This design comes from an exercise in tuning for small area, a short achievable clock period and few clock cycles per item on the open sky130 flow, not from production work.

Setup of rev 12:
==> flow/design.v <==
module csum_unit #(
    parameter [15:0] RXB         = 16'h4000,
    parameter [15:0] TXB         = 16'h8000,
    parameter [15:0] RXBUF_SIZE  = 16'd1536,
    parameter [15:0] TXBUF_SIZE  = 16'd1536
) (
    input  wire        clk,
    input  wire        rst,           
    input  wire        cmd_valid,
    output wire        cmd_ready,
    input  wire [31:0] cmd_seed,
    input  wire [15:0] cmd_addr,
    input  wire [15:0] cmd_len,
    output wire        mem_req,
    input  wire        mem_gnt,
    output wire [13:0] mem_waddr,
    input  wire [31:0] mem_rdata,
    output wire        rsp_valid,
    output wire        rsp_err,
    output wire [15:0] rsp_sum
);
    reg        idle;       
    wire       busy = !idle;
    reg        chk;        
    reg        chk2;       
    reg        reqv;       
    reg        first;      
    reg        dvalid;     
    reg        dfirst;     
    reg        dlast;      
    reg        rlast;      
    reg        f1;         
    reg        f2;         
    reg        wq;         
    reg        rspv;
    reg        err;        
    reg        rerr;       
    reg        pre_ok;     
    reg        sel;        
    reg [1:0]  a_lo;       
    reg [10:0] l;          
    reg [8:0]  w;          
    reg [31:0] r;          
    reg [15:0] acc_lo;
    reg [15:0] acc_hi;
    reg [1:0]  cy;         
    wire [11:0] ta = {1'b0, w, a_lo};
    wire [11:0] tb = {1'b0, l};
    wire [12:0] t  = {1'b0, ~(ta ^ tb)} + {(ta | tb), 1'b0};
    wire        ok = pre_ok && (!t[12] || (!t[11] && !(t[10] && t[9])));
    wire        zero = (l == 11'd0);
    wire        none = chk && zero;
    wire gnt      = reqv && mem_gnt;
    wire single   = (l[10:3] == 8'd0) && ({1'b0, l[2:0]} + {2'b00, a_lo} <= 4'd4);
    wire last_now = chk ? single : (w == l[10:2]);
    wire accept   = !busy && cmd_valid;
    reg  [8:0] w_all;      
    integer k;
    always @(*) begin
        w_all[0] = 1'b1;
        for (k = 1; k < 9; k = k + 1)
            w_all[k] = w_all[k-1] & w[k-1];
    end
    wire [8:0] w_n = w ^ (w_all & {9{gnt}});
    wire [3:0] m_lo = dfirst ? (4'b1111 << a_lo) : 4'b1111;
    wire [3:0] m_hi = dlast  ? (4'b1111 >> (2'd3 - l[1:0])) : 4'b1111;
    wire [3:0] m    = {4{dvalid && !err}} & m_lo & m_hi;
    wire [3:0] ms   = m & {4{!a_lo[0]}};                      
    wire [3:0] mx   = {m[2], m[3], m[0], m[1]} & {4{a_lo[0]}};  
    wire [31:0] rd  = mem_rdata;
    wire [31:0] rdx = {rd[23:16], rd[31:24], rd[7:0], rd[15:8]};
    wire [15:0] hi_n = acc_hi + {14'd0, cy};
    wire        inj  = rlast || (chk && zero);
    wire [31:0] r_n  = (rd  & {{8{ms[3]}}, {8{ms[2]}}, {8{ms[1]}}, {8{ms[0]}}}) |
                       (rdx & {{8{mx[3]}}, {8{mx[2]}}, {8{mx[1]}}, {8{mx[0]}}}) |
                       ({6'd0, lo_n[17:16], 8'd0, hi_n[7:0], hi_n[15:8]} & {32{inj}});
    wire [15:0] w0   = {r[7:0], r[15:8]};
    wire [15:0] w1   = {r[23:16], r[31:24]};
    wire [15:0] cs_s = acc_lo ^ w0 ^ w1;
    wire [15:0] cs_c = (acc_lo & w0) | (acc_lo & w1) | (w0 & w1);
    wire [17:0] lo_n = {2'd0, cs_s} + {1'd0, cs_c, f2 && (cy[1] || (cy[0] && !wq))};
    wire [15:0] fh   = {r[7:0], r[15:8]};
    wire        fwr  = ((fh == 16'hffff) && (r[25:24] != 2'd0)) ||
                       ((fh == 16'hfffe) && r[25]);
    wire        nc   = (acc_lo[15:12] != 4'hf) && (fh[15:11] == 5'd0);
    always @(posedge clk) begin
        r      <= r_n;
        dfirst <= first;
        dlast  <= last_now;
        acc_hi <= !busy ? cmd_seed[31:16] : hi_n;
        cy     <= !busy ? 2'd0 : lo_n[17:16];
        if (!busy)
            acc_lo <= cmd_seed[15:0];
        else if (chk2 && err)
            acc_lo <= 16'd0;
        else
            acc_lo <= lo_n[15:0];
        if (!busy) begin
            pre_ok <= ((cmd_addr[15:11] == 5'b01000) || (cmd_addr[15:11] == 5'b10000)) &&
                      (cmd_len[15:11] == 5'd0);
            sel    <= cmd_addr[15];
            a_lo   <= cmd_addr[1:0];
        end
        if (!busy)
            l <= cmd_len[10:0];
        else if (chk)
            l <= t[10:0];
        w <= !busy ? cmd_addr[10:2] : w_n;
        if (chk)
            err <= !ok;
        rerr <= chk2 && err;
        wq <= fwr;
    end
    always @(posedge clk) begin
        if (rst) begin
            idle   <= 1'b1;
            chk    <= 1'b0;
            chk2   <= 1'b0;
            reqv   <= 1'b0;
            dvalid <= 1'b0;
            rlast  <= 1'b0;
            f1     <= 1'b0;
            f2     <= 1'b0;
            rspv   <= 1'b0;
        end else begin
            chk    <= accept;
            chk2   <= chk;
            dvalid <= gnt && !none;
            rlast  <= dvalid && dlast && !err;
            f1     <= rlast || (chk && zero);
            f2     <= f1 && !err && !nc;
            rspv   <= (f1 && nc) || f2 || (chk2 && err);
            if (accept) begin
                idle  <= 1'b0;
                reqv  <= 1'b1;
                first <= 1'b1;
            end
            if (rspv) begin
                idle <= 1'b1;
            end
            if (gnt) begin
                first <= 1'b0;
                if (last_now)
                    reqv <= 1'b0;
            end
            if (none || (chk2 && err))
                reqv <= 1'b0;
        end
    end
    assign cmd_ready = idle;
    assign mem_req   = reqv;
    assign mem_waddr = {sel, ~sel, 3'b000, w};
    assign rsp_valid = rspv;
    assign rsp_err   = rerr;
    assign rsp_sum   = acc_lo;
endmodule
==> flow/config.mk <==
export PLATFORM = sky130hd
export DESIGN_NAME = csum_unit
export DESIGN_NICKNAME = csum_unit
export VERILOG_FILES = /design/flow/design.v
export SDC_FILE = /design/flow/constraint.sdc
export NUM_CORES = 4
export LEC_CHECK = 0
export CAP_MARGIN = 20
export CORE_MARGIN = 2
export CORE_UTILIZATION = 40
export SLEW_MARGIN = 20
==> flow/constraint.sdc <==
create_clock -name core_clock -period 10.0 [get_ports {clk}]
set_input_delay 2.0000 -clock core_clock [delete_from_list [all_inputs] [get_ports {clk}]]
set_output_delay 2.0000 -clock core_clock [all_outputs]
set_load 0.01 [all_outputs]
standard.sh (not shown) runs the stock make flow with config.mk's settings and CLKGATE_MAP_FILE= SYNTH_SCRIPT=/design/flow/synth_recipe.tcl, a recipe that flattens the netlist after the stock synthesis.
==> flow/flow/run.sh <==
#!/bin/bash
export BUFFER_PORTS_ARGS="-buffer_cell sky130_fd_sc_hd__buf_1"
export SETUP_SLACK_MARGIN=7.0
bash standard.sh > standard.log 2>&1
Here is what was changed in the inputs of rev 13 compared with rev 12.
--- a/flow/design.v
+++ b/flow/design.v
@@ -21,5 +21,5 @@
 );
     reg        idle;       
-    wire       busy = !idle;
+    reg        busy;       
     reg        chk;        
     reg        chk2;       
@@ -37,13 +37,12 @@
     reg        rerr;       
     reg        pre_ok;     
-    reg        sel;        
     reg [1:0]  a_lo;       
     reg [10:0] l;          
-    reg [8:0]  w;          
+    reg [10:0] w;          
     reg [31:0] r;          
     reg [15:0] acc_lo;
     reg [15:0] acc_hi;
     reg [1:0]  cy;         
-    wire [11:0] ta = {1'b0, w, a_lo};
+    wire [11:0] ta = {1'b0, w[8:0], a_lo};
     wire [11:0] tb = {1'b0, l};
     wire [12:0] t  = {1'b0, ~(ta ^ tb)} + {(ta | tb), 1'b0};
@@ -53,14 +52,14 @@
     wire gnt      = reqv && mem_gnt;
     wire single   = (l[10:3] == 8'd0) && ({1'b0, l[2:0]} + {2'b00, a_lo} <= 4'd4);
-    wire last_now = chk ? single : (w == l[10:2]);
+    wire last_now = chk ? single : (w[8:0] == l[10:2]);
     wire accept   = !busy && cmd_valid;
-    reg  [8:0] w_all;      
+    reg [10:0] w_all;      
     integer k;
     always @(*) begin
         w_all[0] = 1'b1;
-        for (k = 1; k < 9; k = k + 1)
+        for (k = 1; k < 11; k = k + 1)
             w_all[k] = w_all[k-1] & w[k-1];
     end
-    wire [8:0] w_n = w ^ (w_all & {9{gnt}});
+    wire [10:0] w_n = w ^ (w_all & {11{gnt}});
     wire [3:0] m_lo = dfirst ? (4'b1111 << a_lo) : 4'b1111;
     wire [3:0] m_hi = dlast  ? (4'b1111 >> (2'd3 - l[1:0])) : 4'b1111;
@@ -99,5 +98,4 @@
             pre_ok <= ((cmd_addr[15:11] == 5'b01000) || (cmd_addr[15:11] == 5'b10000)) &&
                       (cmd_len[15:11] == 5'd0);
-            sel    <= cmd_addr[15];
             a_lo   <= cmd_addr[1:0];
         end
@@ -106,5 +104,5 @@
         else if (chk)
             l <= t[10:0];
-        w <= !busy ? cmd_addr[10:2] : w_n;
+        w <= !busy ? {!cmd_addr[15], cmd_addr[15], cmd_addr[10:2]} : w_n;
         if (chk)
             err <= !ok;
@@ -115,4 +113,5 @@
         if (rst) begin
             idle   <= 1'b1;
+            busy   <= 1'b0;
             chk    <= 1'b0;
             chk2   <= 1'b0;
@@ -133,4 +132,5 @@
             if (accept) begin
                 idle  <= 1'b0;
+                busy  <= 1'b1;
                 reqv  <= 1'b1;
                 first <= 1'b1;
@@ -138,4 +138,5 @@
             if (rspv) begin
                 idle <= 1'b1;
+                busy <= 1'b0;
             end
             if (gnt) begin
@@ -150,5 +151,5 @@
     assign cmd_ready = idle;
     assign mem_req   = reqv;
-    assign mem_waddr = {sel, ~sel, 3'b000, w};
+    assign mem_waddr = {w[9], w[10], 3'b000, w[8:0]};
     assign rsp_valid = rspv;
     assign rsp_err   = rerr;
## What came out
The final layout from rev 13, which completed every stage, passed the timing, design-rule and antenna checks at the end of the flow. Between rev 13 and rev 12, the difference in clock skew is negligible. Summary of rev 13 over rev 12: final RePlAce weighted congestion now smaller; proportion of cell area occupied by multi-input gates now larger; clock distribution area overhead in the final layout increased by 0.26 points relative to the old numbers. Fmax up 0.016 GHz in rev 13 wrt rev 12. Compared with rev 12, area enclosed by the die boundary in rev 13 increased by a few percent. [compare] base=rev 12 new=rev 13: setup slack now larger, mean area per synthesized cell +0.95%. Rev 13 ends up with lower core utilization than rev 12 does. Reported for rev 13 and rev 12, count of input and output buffers turned out identical to the last digit.
No run of this note included a check of the RTL's function; only the layout flow was run.

-- separate check: timing with driven ports --
How much do the figures lean on ideal ports? The routed layouts below were timed once more, with nothing changed but the port constraints.
Step 1 sets driving cells, clkbuf_16 on the clock port and buf_2 on the other inputs (assumed; they add their load-dependent delay and slew).
Step 2 moves the port delays by t, midway between the first and last clock arrival at a register: inputs arrive t later, outputs are due t later. That takes back most of the time a late clock gives input paths.
Three values: ideal, step 1, step 2; two values: the first two.
run	shift t [ns]	setup slack, ns	clock arrival spread, ns
rev 12	0.391	6.897 / 6.897 / 6.712	0.010 / 0.009
rev 13	0.396	7.047 / 7.005 / 6.797	0.008 / 0.008
After both steps setup and hold are still met in every run listed. The setup slack of rev 13, which loses most, moves by -0.042 ns with the drivers and by -0.250 ns with both steps.
